This design comes from an exercise in tuning for small area, a short achievable clock period and few clock cycles on the open sky130 flow, not from production work.
Where RTL was checked, it was by simulation tests only, not by an equivalence proof against the original.
Power is estimated from default activity; no workload was simulated.

==> inputs of v30 <==
// png_unfilter
module png_unfilter #(
    parameter ROWBUF_BYTES = 64
) (
    input  wire       clk,
    input  wire       rst,             
    input  wire       start,
    input  wire [7:0] cfg_width,
    input  wire [7:0] cfg_height,
    input  wire [2:0] cfg_colortype,
    input  wire [4:0] cfg_bitdepth,
    input  wire       cfg_interlace,
    input  wire       in_valid,
    output wire       in_ready,
    input  wire [7:0] in_data,
    output wire       out_valid,
    input  wire       out_ready,
    output wire [7:0] out_data,
    output wire       out_last,
    output wire       busy,
    output reg        done,
    output reg        fault,
    output reg  [3:0] fault_code
);
==> flow/config.mk <==
export PLATFORM = sky130hd
export DESIGN_NAME = png_unfilter
export DESIGN_NICKNAME = png_unfilter
export VERILOG_FILES = /design/flow/design.v
export SDC_FILE = /design/flow/constraint.sdc
export NUM_CORES = 4
export LEC_CHECK = 0
export CAP_MARGIN = 20
export CORE_MARGIN = 2
export CORE_UTILIZATION = 40
export PLACE_DENSITY = 0.6
export SLEW_MARGIN = 20
==> flow/constraint.sdc <==
create_clock -name core_clock -period 12.5 [get_ports {clk}]
set_input_delay 2.5000 -clock core_clock [delete_from_list [all_inputs] [get_ports {clk}]]
set_output_delay 2.5000 -clock core_clock [all_outputs]
set_load 0.01 [all_outputs]
standard.sh (not shown) runs the stock make flow with config.mk's settings and CLKGATE_MAP_FILE= SYNTH_SCRIPT=/design/flow/synth_recipe.tcl, a recipe that flattens the netlist after the stock synthesis.
==> flow/flow/run.sh <==
#!/bin/bash
set -e
export SETUP_SLACK_MARGIN=8.5
bash standard.sh > standard.log 2>&1
==> v4: changes against v30 <==
==> flow/run.sh (new file) <==
#!/bin/bash
# synth_recipe.tcl (not shown) runs the flow's synth.tcl, then flattens the netlist and writes it again
# the make line also repeats each setting of config.mk as NAME=value (left out here)
make -C /OpenROAD-flow-scripts/flow DESIGN_CONFIG=/design/flow/config.mk WORK_HOME=/design/flow/orfs CLKGATE_MAP_FILE= SYNTH_SCRIPT=/design/flow/synth_recipe.tcl finish
removed: flow/flow/run.sh
removed: flow/standard.sh
==> v34: changes against v30 <==
--- a/flow/design.v
+++ b/flow/design.v
@@ -30,13 +30,15 @@
     reg [7:0] W, H;
     reg       il;
     reg [8:0] cls;                  
     reg [5:0] bsel;                 
     reg [3:0] bppv;                 
     reg [6:0] mask;                 
-    reg [2:0] cur;                  
+    reg [2:0] np;                   
+    reg       hn;                   
+    reg       ok_r;                 
     reg [6:0] Rr;                   
     reg [7:0] phr;                  
     reg [6:0] idx1;                 
     reg [7:0] row1;                 
     reg       first_row;
     reg       expf;                 
@@ -59,41 +61,41 @@
     assign cls_in[3] = ct_g && d_c8;
     assign cls_in[4] = ((cfg_colortype == 3'd0) && d_c16) || ((cfg_colortype == 3'd4) && d_c8);
     assign cls_in[5] = (cfg_colortype == 3'd2) && d_c8;
     assign cls_in[6] = ((cfg_colortype == 3'd4) && d_c16) || ((cfg_colortype == 3'd6) && d_c8);
     assign cls_in[7] = (cfg_colortype == 3'd2) && d_c16;
     assign cls_in[8] = (cfg_colortype == 3'd6) && d_c16;
-    wire fits = cls[0] | cls[1] |
-                (cls[2] & (W <= 8'd128)) | (cls[3] & (W <= 8'd64)) |
-                (cls[4] & (W <= 8'd32))  | (cls[5] & (W <= 8'd21)) |
-                (cls[6] & (W <= 8'd16))  | (cls[7] & (W <= 8'd10)) |
-                (cls[8] & (W <= 8'd8));
-    wire cfg_ok = (|cls) && (W != 8'd0) && (H != 8'd0) && fits;
-    wire [6:0] mask_c = il ? {(W > 8'd0) && (H > 8'd1),
-                              (W > 8'd1) && (H > 8'd0),
-                              (W > 8'd0) && (H > 8'd2),
-                              (W > 8'd2) && (H > 8'd0),
-                              (W > 8'd0) && (H > 8'd4),
-                              (W > 8'd4) && (H > 8'd0),
+    wire w_ok = cls_in[0] | cls_in[1] |
+                (cls_in[2] & (cfg_width <= 8'd128)) | (cls_in[3] & (cfg_width <= 8'd64)) |
+                (cls_in[4] & (cfg_width <= 8'd32))  | (cls_in[5] & (cfg_width <= 8'd21)) |
+                (cls_in[6] & (cfg_width <= 8'd16))  | (cls_in[7] & (cfg_width <= 8'd10)) |
+                (cls_in[8] & (cfg_width <= 8'd8));
+    wire ok_in = w_ok && (cfg_width != 8'd0) && (cfg_height != 8'd0);
+    wire [6:0] mask_in = cfg_interlace ?
+                             {(cfg_width > 8'd0) && (cfg_height > 8'd1),
+                              (cfg_width > 8'd1) && (cfg_height > 8'd0),
+                              (cfg_width > 8'd0) && (cfg_height > 8'd2),
+                              (cfg_width > 8'd2) && (cfg_height > 8'd0),
+                              (cfg_width > 8'd0) && (cfg_height > 8'd4),
+                              (cfg_width > 8'd4) && (cfg_height > 8'd0),
                               1'b1}
                            : 7'b0000001;
-    wire [6:0] cand = mask & ~((7'd2 << cur) - 7'd1);
-    wire       has_next = |cand;
+    wire [6:0] cand = mask & ~((7'd2 << np) - 7'd1);
     reg  [2:0] nxt;
     always @(*) begin
         casez (cand)
             7'b??????1: nxt = 3'd0;
             7'b?????10: nxt = 3'd1;
             7'b????100: nxt = 3'd2;
             7'b???1000: nxt = 3'd3;
             7'b??10000: nxt = 3'd4;
             7'b?100000: nxt = 3'd5;
             default:    nxt = 3'd6;
         endcase
     end
-    wire [2:0] gp = st_check ? 3'd0 : nxt;
+    wire [2:0] gp = np;
     reg  [2:0] kx, ky;
     reg  [1:0] sx, sy;
     always @(*) begin
         if (!il) begin
             kx = 3'd0; sx = 2'd0; ky = 3'd0; sy = 2'd0;
         end else begin
@@ -140,19 +142,20 @@
     wire fire    = in_valid & inr;
     wire fire_f  = fire & expf;
     wire fire_d  = fire & ~expf;
     wire bad_in  = (in_data > 8'd4);
     wire last_in_row = (idx1 == Rr);
     wire last_row    = (row1 == phr);
-    wire final_d = fire_d & last_in_row & last_row & ~has_next;
+    wire final_d = fire_d & last_in_row & last_row & ~hn;
     wire stop    = final_d | (fire_f & bad_in);
     wire pop = v0 & out_ready;
-    wire [2:0] cnt = {2'b00, v0} + {2'b00, v1} + {2'b00, v2};
-    wire [2:0] cnt_n = cnt + {2'b00, Lv} - {2'b00, pop};
-    wire space_ok = (cnt_n + {2'b00, fire_d}) <= 3'd2;
-    wire drained  = ~Lv & (cnt_n == 3'd0);
+    wire v0_n = Lv | v1 | (v0 & ~pop);
+    wire v1_n = Lv ? (v1 | (v0 & ~pop)) : (v2 | (v1 & ~pop));
+    wire v2_n = Lv ? (v2 | (v1 & ~pop)) : (v2 & ~pop);
+    wire space_ok = ~v1_n | (~v2_n & ~fire_d);
+    wire drained  = ~v0_n;
     always @(posedge clk) begin
         if (rst) begin
             busy_r     <= 1'b0;
             st_check   <= 1'b0;
             st_run     <= 1'b0;
             st_drain   <= 1'b0;
@@ -170,13 +173,13 @@
                     done       <= 1'b0;
                     fault      <= 1'b0;
                     fault_code <= 4'd0;
                     bad        <= 1'b0;
                 end
             end else if (st_check) begin
-                if (!cfg_ok) begin
+                if (!ok_r) begin
                     busy_r     <= 1'b0;
                     fault      <= 1'b1;
                     fault_code <= FC_UNSUPPORTED;
                 end else begin
                     st_run <= 1'b1;
                     inr    <= 1'b1;
@@ -206,12 +209,15 @@
     always @(posedge clk) begin
         if (!busy_r && start) begin
             W    <= cfg_width;
             H    <= cfg_height;
             il   <= cfg_interlace;
             cls  <= cls_in;
+            ok_r <= ok_in;
+            mask <= mask_in;
+            np   <= 3'd0;
             bsel <= {cls_in[8], cls_in[7], cls_in[6], cls_in[5], cls_in[4],
                      cls_in[0] | cls_in[1] | cls_in[2] | cls_in[3]};
             bppv <= cls_in[8] ? 4'd8 : cls_in[7] ? 4'd6 : cls_in[6] ? 4'd4 :
                     cls_in[5] ? 4'd3 : cls_in[4] ? 4'd2 : 4'd1;
         end
         Gn_R  <= geomR;
@@ -241,14 +247,14 @@
                 m = n[4:0];
                 byp[5] <= 1'b1;
             end
             byp[4:0] <= ~m;
         end
         if (st_check) begin
-            mask      <= mask_c;
-            cur       <= 3'd0;
+            np        <= nxt;
+            hn        <= |cand;
             Rr        <= geomR;
             phr       <= ph;
             idx1      <= 7'd1;
             row1      <= 8'd1;
             first_row <= 1'b1;
             expf      <= 1'b1;
@@ -259,13 +265,14 @@
             end
             if (fire_d) begin
                 if (last_in_row) begin
                     idx1 <= 7'd1;
                     expf <= 1'b1;
                     if (last_row) begin
-                        cur       <= nxt;
+                        np        <= nxt;
+                        hn        <= |cand;
                         Rr        <= Gn_R;
                         phr       <= Gn_ph;
                         row1      <= 8'd1;
                         first_row <= 1'b1;
                     end else begin
                         row1      <= row1 + 8'd1;
@@ -297,43 +304,45 @@
                         ({8{bsel[3]}} & Hb[3]) | ({8{bsel[4]}} & Hb[5]) | ({8{bsel[5]}} & Hb[7]);
     reg  [7:0] bL, cL, in_d;
     wire [7:0] h_prev = ({8{bsel[0]}} & bL)    | ({8{bsel[1]}} & Hb[0]) | ({8{bsel[2]}} & Hb[1]) |
                         ({8{bsel[3]}} & Hb[2]) | ({8{bsel[4]}} & Hb[4]) | ({8{bsel[5]}} & Hb[6]);
     wire [7:0] c_i = ge ? (Lv ? h_prev : h_now) : 8'd0;
     wire        sgn = (b_i < c_i);
-    wire signed [10:0] t  = $signed({3'b000, c_i}) + $signed({2'b00, c_i, 1'b0}) -
-                            $signed({2'b00, b_i, 1'b0});
-    wire signed [10:0] w  = $signed({3'b000, c_i}) + $signed({2'b00, c_i, 1'b0}) -
-                            $signed({3'b000, b_i}) + $signed({10'd0, ~sgn});
-    wire signed [10:0] wq = w >>> 1;
-    wire        ten = sgn ? (t <= 11'sd255) : (t >= 11'sd0);
-    wire        wal = sgn ? (wq >= 11'sd255) : (wq <= 11'sd0);
-    reg        aokL, lastL, sgnL, tenL, walL;
-    reg  [7:0] t8L, w8L;
+    wire [10:0] c3  = {3'b000, c_i} + {2'b00, c_i, 1'b0};
+    wire [10:0] t   = c3 - {2'b00, b_i, 1'b0};
+    wire [10:0] w   = c3 - {3'b000, b_i};
+    reg        aokL, lastL, sgnL;
+    reg [10:0] tL, wL;
     always @(posedge clk) begin
         in_d  <= in_data;
         bL    <= b_i;
         cL    <= c_i;
         aokL  <= ge;
         lastL <= last_in_row;
         sgnL  <= sgn;
-        tenL  <= ten;
-        walL  <= wal;
-        t8L   <= t[7:0];
-        w8L   <= wq[7:0];
+        tL    <= t;
+        wL    <= w;
     end
     wire [7:0] a_t = ({8{bsel[0]}} & S[0]) | ({8{bsel[1]}} & S[1]) | ({8{bsel[2]}} & S[2]) |
                      ({8{bsel[3]}} & S[3]) | ({8{bsel[4]}} & S[5]) | ({8{bsel[5]}} & S[7]);
     wire [7:0] a   = aokL ? a_t : 8'd0;
     wire [7:0] ra = in_d + a;
     wire [7:0] rb = in_d + bL;
     wire [7:0] rc = in_d + cL;
     wire [9:0] savg = {2'b00, a} + {2'b00, bL} + {1'b0, in_d, 1'b0};
     wire [7:0] ravg = savg[8:1];
-    wire pickA = sgnL ? ((a <= bL) | (tenL & (a >= t8L))) : ((a >= bL) | (tenL & (a <= t8L)));
-    wire pickB = walL | (sgnL ? (a <= w8L) : (a >= w8L));
+    wire t_neg = tL[10];
+    wire t_big = ~tL[10] & (|tL[9:8]);
+    wire a_ge_t = t_neg | (~t_big & (a >= tL[7:0]));
+    wire a_le_t = ~t_neg & (t_big | (a <= tL[7:0]));
+    wire w_neg = wL[10];
+    wire w_big = ~wL[10] & wL[9];
+    wire a2_ge_w = w_neg | (~w_big & ({a, 1'b0} >= wL[8:0]));
+    wire a2_le_w = ~w_neg & (w_big | ({a, 1'b0} <= wL[8:0]));
+    wire pickA = sgnL ? ((a <= bL) | a_ge_t) : ((a >= bL) | a_le_t);
+    wire pickB = sgnL ? a2_le_w : a2_ge_w;
     wire [7:0] paeth = pickA ? ra : (pickB ? rb : rc);
     reg [7:0] recon;
     always @(*) begin
         case (filt)
             3'd1:    recon = ra;
             3'd2:    recon = rb;
@@ -392,12 +401,12 @@
             Lv <= 1'b0;
             v0 <= 1'b0;
             v1 <= 1'b0;
             v2 <= 1'b0;
         end else begin
             Lv <= fire_d;
-            v0 <= (cnt_n >= 3'd1);
-            v1 <= (cnt_n >= 3'd2);
-            v2 <= (cnt_n >= 3'd3);
+            v0 <= v0_n;
+            v1 <= v1_n;
+            v2 <= v2_n;
         end
     end
 endmodule
==> flow/run.sh (new file) <==
#!/bin/bash
# synth_recipe.tcl (not shown) runs the flow's synth.tcl, then flattens the netlist and writes it again
# the make line also repeats each setting of config.mk as NAME=value (left out here)
make -C /OpenROAD-flow-scripts/flow DESIGN_CONFIG=/design/flow/config.mk WORK_HOME=/design/flow/orfs CLKGATE_MAP_FILE= SYNTH_SCRIPT=/design/flow/synth_recipe.tcl finish
removed: flow/flow/run.sh
removed: flow/standard.sh
==> comparison table <==
metric                                                                                 v4                     v30                       v34
Run status                                               no timing/DRC/antenna violations  no timing/DRC/antenna violations  no timing/DRC/antenna violations
Number of detailed-routing iterations run before antenna repair                         8                       6                         6
Grt met2 use                                                                        0.255                   0.258                     0.250
Cell at the slowest stage of the critical path                   sky130_fd_sc_hd__o21ai_1  sky130_fd_sc_hd__or4_4  sky130_fd_sc_hd__o21ai_0
Non-clock buffer total of the final layout                                             79                     214                        69
Total non-filler cell area in the finished layout                             37200 sq um             40300 sq um               37200 sq um
P_int                                                                             4500 uW                 4670 uW                   4780 uW
GRT met1 Usage                                                                      0.240                   0.232                     0.229
Diodes inserted                                                                         0                       1                         0
Leak Pwr                                                                        0.0131 uW               0.0142 uW                 0.0130 uW
Final worst-path cycle share                                                        0.595                   0.432                     0.488
Combinational gate power                                                           659 uW                  950 uW                   1170 uW
Uppermost signal routing layer after detailed routing                                met4                    met4                      met5
Testbench counts of v30, summed over its fixed seeds: cycles 111,622.
Testbench counts of v4, summed over its fixed seeds: cycles 111,622.
Testbench counts of v34, summed over its fixed seeds: cycles 111,622.

---

==> 09-24: inputs <==
png_unfilter, a different RTL version from the one above (not shown whole).
Settings: LEC_CHECK=0, CAP_MARGIN=20, CORE_MARGIN=2, CORE_UTILIZATION=40, PLACE_DENSITY=0.6, SLEW_MARGIN=20; clock period 12.5 ns.
==> flow/flow/run.sh <==
#!/bin/bash
set -e
export SETUP_SLACK_MARGIN=8.5
bash standard.sh > standard.log 2>&1
==> 10-03: changes against 09-24 <==
--- a/flow/design.v
+++ b/flow/design.v
@@ -30,26 +30,30 @@
     reg [7:0] W, H;
     reg       il;
     reg [8:0] cls;                  
     reg [5:0] bsel;                 
     reg [3:0] bppv;                 
     reg [6:0] mask;                 
     reg [2:0] np;                   
     reg       hn;                   
-    reg       ok_r;                 
+    reg       init;                 
+    reg       lir;                  
+    reg       lr;                   
+    reg       rr1;                  
     reg [6:0] Rr;                   
     reg [7:0] phr;                  
     reg [6:0] idx1;                 
     reg [7:0] row1;                 
     reg       first_row;
     reg       expf;                 
     reg [2:0] filt;
-    reg [6:0] Gn_R;
+    reg [8:0] Gq;                   
     reg [7:0] Gn_ph;
+    reg       Gq1, Gph1;            
     reg       r1, r2;
     reg [8:0] xsel;                 
     reg [5:0] byp;                  
     wire ct_g  = (cfg_colortype == 3'd0) || (cfg_colortype == 3'd3);
     wire d_c1  = (cfg_bitdepth == 5'd1);
     wire d_c2  = (cfg_bitdepth == 5'd2);
     wire d_c4  = (cfg_bitdepth == 5'd4);
     wire d_c8  = (cfg_bitdepth == 5'd8);
@@ -59,32 +63,31 @@
     assign cls_in[1] = ct_g && d_c2;
     assign cls_in[2] = ct_g && d_c4;
     assign cls_in[3] = ct_g && d_c8;
     assign cls_in[4] = ((cfg_colortype == 3'd0) && d_c16) || ((cfg_colortype == 3'd4) && d_c8);
     assign cls_in[5] = (cfg_colortype == 3'd2) && d_c8;
     assign cls_in[6] = ((cfg_colortype == 3'd4) && d_c16) || ((cfg_colortype == 3'd6) && d_c8);
     assign cls_in[7] = (cfg_colortype == 3'd2) && d_c16;
     assign cls_in[8] = (cfg_colortype == 3'd6) && d_c16;
-    wire w_ok = cls_in[0] | cls_in[1] |
-                (cls_in[2] & (cfg_width <= 8'd128)) | (cls_in[3] & (cfg_width <= 8'd64)) |
-                (cls_in[4] & (cfg_width <= 8'd32))  | (cls_in[5] & (cfg_width <= 8'd21)) |
-                (cls_in[6] & (cfg_width <= 8'd16))  | (cls_in[7] & (cfg_width <= 8'd10)) |
-                (cls_in[8] & (cfg_width <= 8'd8));
-    wire ok_in = w_ok && (cfg_width != 8'd0) && (cfg_height != 8'd0);
-    wire [6:0] mask_in = cfg_interlace ?
-                             {(cfg_width > 8'd0) && (cfg_height > 8'd1),
-                              (cfg_width > 8'd1) && (cfg_height > 8'd0),
-                              (cfg_width > 8'd0) && (cfg_height > 8'd2),
-                              (cfg_width > 8'd2) && (cfg_height > 8'd0),
-                              (cfg_width > 8'd0) && (cfg_height > 8'd4),
-                              (cfg_width > 8'd4) && (cfg_height > 8'd0),
+    wire w_ok = cls[0] | cls[1] |
+                (cls[2] & (W <= 8'd128)) | (cls[3] & (W <= 8'd64)) |
+                (cls[4] & (W <= 8'd32))  | (cls[5] & (W <= 8'd21)) |
+                (cls[6] & (W <= 8'd16))  | (cls[7] & (W <= 8'd10)) |
+                (cls[8] & (W <= 8'd8));
+    wire cfg_ok = w_ok && (W != 8'd0) && (H != 8'd0);
+    wire [6:0] mask_c = il ? {(W > 8'd0) && (H > 8'd1),
+                              (W > 8'd1) && (H > 8'd0),
+                              (W > 8'd0) && (H > 8'd2),
+                              (W > 8'd2) && (H > 8'd0),
+                              (W > 8'd0) && (H > 8'd4),
+                              (W > 8'd4) && (H > 8'd0),
                               1'b1}
                            : 7'b0000001;
-    wire [6:0] cand = mask & ~((7'd2 << np) - 7'd1);
+    wire [6:0] cand = (st_check ? mask_c : mask) & ~((7'd2 << np) - 7'd1);
     reg  [2:0] nxt;
     always @(*) begin
         casez (cand)
             7'b??????1: nxt = 3'd0;
             7'b?????10: nxt = 3'd1;
             7'b????100: nxt = 3'd2;
             7'b???1000: nxt = 3'd3;
             7'b??10000: nxt = 3'd4;
@@ -151,43 +154,43 @@
                 {3'd6, 2'd2}: begin K = 6'd3;  Sh = 3'd2; end
                 {3'd6, 2'd3}: begin K = 6'd7;  Sh = 3'd3; end
                 default:      begin K = 6'd0;  Sh = 3'd0; end
             endcase
         end
     end
     wire [8:0] wsum = {1'b0, W} + {3'd0, K};
     wire [8:0] q    = wsum >> Sh;                            
-    wire [8:0] q3   = q + ((cls[5] | cls[7]) ? {q[7:0], 1'b0} : 9'd0);
+    wire [8:0] q3   = Gq + ((cls[5] | cls[7]) ? {Gq[7:0], 1'b0} : 9'd0);
     reg  [6:0] geomR;
     always @(*) begin
         case (1'b1)
             cls[4], cls[7]: geomR = {q3[5:0], 1'b0};
             cls[6]:         geomR = {q3[4:0], 2'b00};
             cls[8]:         geomR = {q3[3:0], 3'b000};
             default:        geomR = q3[6:0];
         endcase
     end
+    wire geomR1 = Gq1 & (cls[0] | cls[1] | cls[2] | cls[3]);
     wire [8:0] hsum = {1'b0, H} + {6'd0, ky};
     wire [7:0] ph   = hsum >> sy;
     reg        Lv;                  
     reg        v0, v1, v2;          
     reg  [8:0] E0, E1, E2;          
     assign in_ready  = inr;
     assign busy      = busy_r;
     assign out_valid = v0;
     assign out_data  = E0[7:0];
     assign out_last  = E0[8];
     wire fire    = in_valid & inr;
     wire fire_f  = fire & expf;
     wire fire_d  = fire & ~expf;
     wire bad_in  = (in_data > 8'd4);
-    wire last_in_row = (idx1 == Rr);
-    wire last_row    = (row1 == phr);
-    wire final_d = fire_d & last_in_row & last_row & ~hn;
+    wire last_in_row = lir;
+    wire final_d = fire_d & lir & lr & ~hn;
     wire stop    = final_d | (fire_f & bad_in);
     wire pop = v0 & out_ready;
     wire v0_n = Lv | v1 | (v0 & ~pop);
     wire v1_n = Lv ? (v1 | (v0 & ~pop)) : (v2 | (v1 & ~pop));
     wire v2_n = Lv ? (v2 | (v1 & ~pop)) : (v2 & ~pop);
     wire space_ok = ~v1_n | (~v2_n & ~fire_d);
     wire drained  = ~v0_n;
     always @(posedge clk) begin
@@ -208,17 +211,17 @@
                     busy_r     <= 1'b1;
                     st_check   <= 1'b1;
                     done       <= 1'b0;
                     fault      <= 1'b0;
                     fault_code <= 4'd0;
                     bad        <= 1'b0;
                 end
             end else if (st_check) begin
-                if (!ok_r) begin
+                if (!cfg_ok) begin
                     busy_r     <= 1'b0;
                     fault      <= 1'b1;
                     fault_code <= FC_UNSUPPORTED;
                 end else begin
                     st_run <= 1'b1;
                     inr    <= 1'b1;
                 end
             end else if (st_run) begin
@@ -244,26 +247,26 @@
         end
     end
     always @(posedge clk) begin
         if (!busy_r && start) begin
             W    <= cfg_width;
             H    <= cfg_height;
             il   <= cfg_interlace;
             cls  <= cls_in;
-            ok_r <= ok_in;
-            mask <= mask_in;
             np   <= 3'd0;
             bsel <= {cls_in[8], cls_in[7], cls_in[6], cls_in[5], cls_in[4],
                      cls_in[0] | cls_in[1] | cls_in[2] | cls_in[3]};
             bppv <= cls_in[8] ? 4'd8 : cls_in[7] ? 4'd6 : cls_in[6] ? 4'd4 :
                     cls_in[5] ? 4'd3 : cls_in[4] ? 4'd2 : 4'd1;
         end
-        Gn_R  <= geomR;
+        Gq    <= q;
+        Gq1   <= (q == 9'd1);
         Gn_ph <= ph;
+        Gph1  <= (ph == 8'd1);
         r1   <= (Rr == 7'd1);
         r2   <= (Rr == 7'd2);
         xsel <= 9'd0;
         case (Rr)
             7'd3:  xsel[0] <= 1'b1;
             7'd4:  xsel[1] <= 1'b1;
             7'd5:  xsel[2] <= 1'b1;
             7'd6:  xsel[3] <= 1'b1;
@@ -281,49 +284,56 @@
                 m = n - 7'd22;
                 byp[5] <= 1'b0;
             end else begin
                 m = n[4:0];
                 byp[5] <= 1'b1;
             end
             byp[4:0] <= ~m;
         end
+        init <= st_check;
         if (st_check) begin
+            mask      <= mask_c;
             np        <= nxt;
             hn        <= |cand;
-            Rr        <= geomR;
-            phr       <= ph;
             idx1      <= 7'd1;
             ge        <= 1'b0;
-            row1      <= 8'd1;
-            first_row <= 1'b1;
             expf      <= 1'b1;
         end else begin
             if (fire_f && !bad_in) begin
                 filt <= in_data[2:0];
                 expf <= 1'b0;
             end
+            if (init || (fire_d && lir && lr)) begin
+                Rr        <= geomR;
+                phr       <= Gn_ph;
+                lir       <= geomR1;
+                rr1       <= geomR1;
+                lr        <= Gph1;
+                row1      <= 8'd1;
+                first_row <= 1'b1;
+                if (!init) begin
+                    np <= nxt;
+                    hn <= |cand;
+                end
+            end
             if (fire_d) begin
-                if (last_in_row) begin
+                if (lir) begin
                     idx1 <= 7'd1;
                     ge   <= 1'b0;
                     expf <= 1'b1;
-                    if (last_row) begin
-                        np        <= nxt;
-                        hn        <= |cand;
-                        Rr        <= Gn_R;
-                        phr       <= Gn_ph;
-                        row1      <= 8'd1;
-                        first_row <= 1'b1;
-                    end else begin
+                    if (!lr) begin
                         row1      <= row1 + 8'd1;
+                        lr        <= (row1 + 8'd1 == phr);
+                        lir       <= rr1;
                         first_row <= 1'b0;
                     end
                 end else begin
                     idx1 <= idx1 + 7'd1;
+                    lir  <= (idx1 + 7'd1 == Rr);
                     ge   <= (idx1 >= {3'd0, bppv});
                 end
             end
         end
     end
     reg  [7:0] S [0:8];             
     reg  [7:0] ch [0:52];           
     reg  [7:0] Y1, Y2;              
==> flow/flow/run.sh (replaced) <==
#!/bin/bash
set -e
export SETUP_SLACK_MARGIN=8.8
export BUFFER_PORTS_ARGS="-buffer_cell sky130_fd_sc_hd__buf_4"
bash standard.sh > standard.log 2>&1
- CTS_CLUSTER_DIAMETER: default -> 120
- CTS_CLUSTER_SIZE: default -> 22
==> results.py <==
metrics = {
    "run_status": {
        "outcome": "complete, no violations",
    },
    "die": {
        "die_y_um": 290,
    },
    "clocking": {
        "postCtsSetupRepairBufs": 52,
    },
    "synth": {
        "synthTopCellsByCount": "edfxtp_1 (657), dfxtp_1 (130), nor2_1 (127)",
        "syn_area_per_cell_um2": 14.3,
    },
    "layout": {
        "seq_area_mm2": 0.0224,
        "nClkBuffers": 72,
    },
    "pwr": {
        "vdd_drop_max_v": 0.0000965,
    },
    "timing": {
        "finalCritPeriodShare": 0.303,
    },
    "global_routing": {
        "grt_max_degree": 196,
    },
    "hold_path": {
        "worstHoldEndpoint": "ch[46][6]",
    },
}
[end of results for 10-03]
==> results.py <==
metrics = {
    "run_status": {
        "outcome": "complete, no violations",
    },
    "setup_path": {
        "crit_family": "compound AO/OA/AOI/OAI gates",
    },
    "layout": {
        "fin_nets": 2598,
        "seq_area_mm2": 0.0222,
        "nClkBuffers": 99,
        "utilization": 0.486,
    },
    "synth": {
        "syn_area_per_cell_um2": 14.5,
    },
    "clocking": {
        "postCtsSetupRepairBufs": 65,
    },
    "global_routing": {
        "grt_max_degree": 188,
    },
    "die": {
        "die_y_um": 290,
    },
    "hold_path": {
        "worstHoldEndpoint": "ch[2][2]",
    },
    "timing": {
        "finalCritPeriodShare": 0.415,
    },
}
[end of results for 09-24]
Testbench counts of 10-03, summed over its fixed seeds: cycles 111,622.
Only the layout flow was run in 09-24; the RTL was not checked for function there.

what the ideal ports hide:
No port has a modelled driver above. Below, the same layouts with a new extraction and two added sets of constraints.
Step 1: set_driving_cell puts a clkbuf_16 on clk and a buf_2 on each other input, an assumption about the parent block.
Step 2 adds t to the input delays and takes it off the output delays; t is the mean of the earliest and latest rising clock arrival at the registers after step 1. Input paths then give back, and output paths get back, about the clock's delay inside the block.
Slacks: no drivers / after step 1 / after step 2; pairs: no drivers / after step 1.
| run | t (ns) | setup WS [ns] | clock arrival spread, ns | worst slew at a driven data input, ns |
|---|---|---|---|---|
| v30 | 0.692 | 7.106 / 7.106 / 7.106 | 0.022 / 0.022 | 0.09 |
| v4 | 0.689 | 5.056 / 5.056 / 5.056 | 0.030 / 0.031 | 0.04 |
| v34 | 0.680 | 6.396 / 6.396 / 6.396 | 0.045 / 0.044 | 0.08 |
| 09-24 | 0.683 | 7.308 / 7.308 / 7.308 | 0.022 / 0.022 | 0.05 |
| 10-03 | 0.666 | 8.717 / 8.650 / 8.180 | 0.039 / 0.038 | 0.06 |
After both steps setup and hold are still met in every run listed. The setup slack of 10-03, which loses most, moves by -0.067 ns with the drivers and by -0.537 ns with both steps.
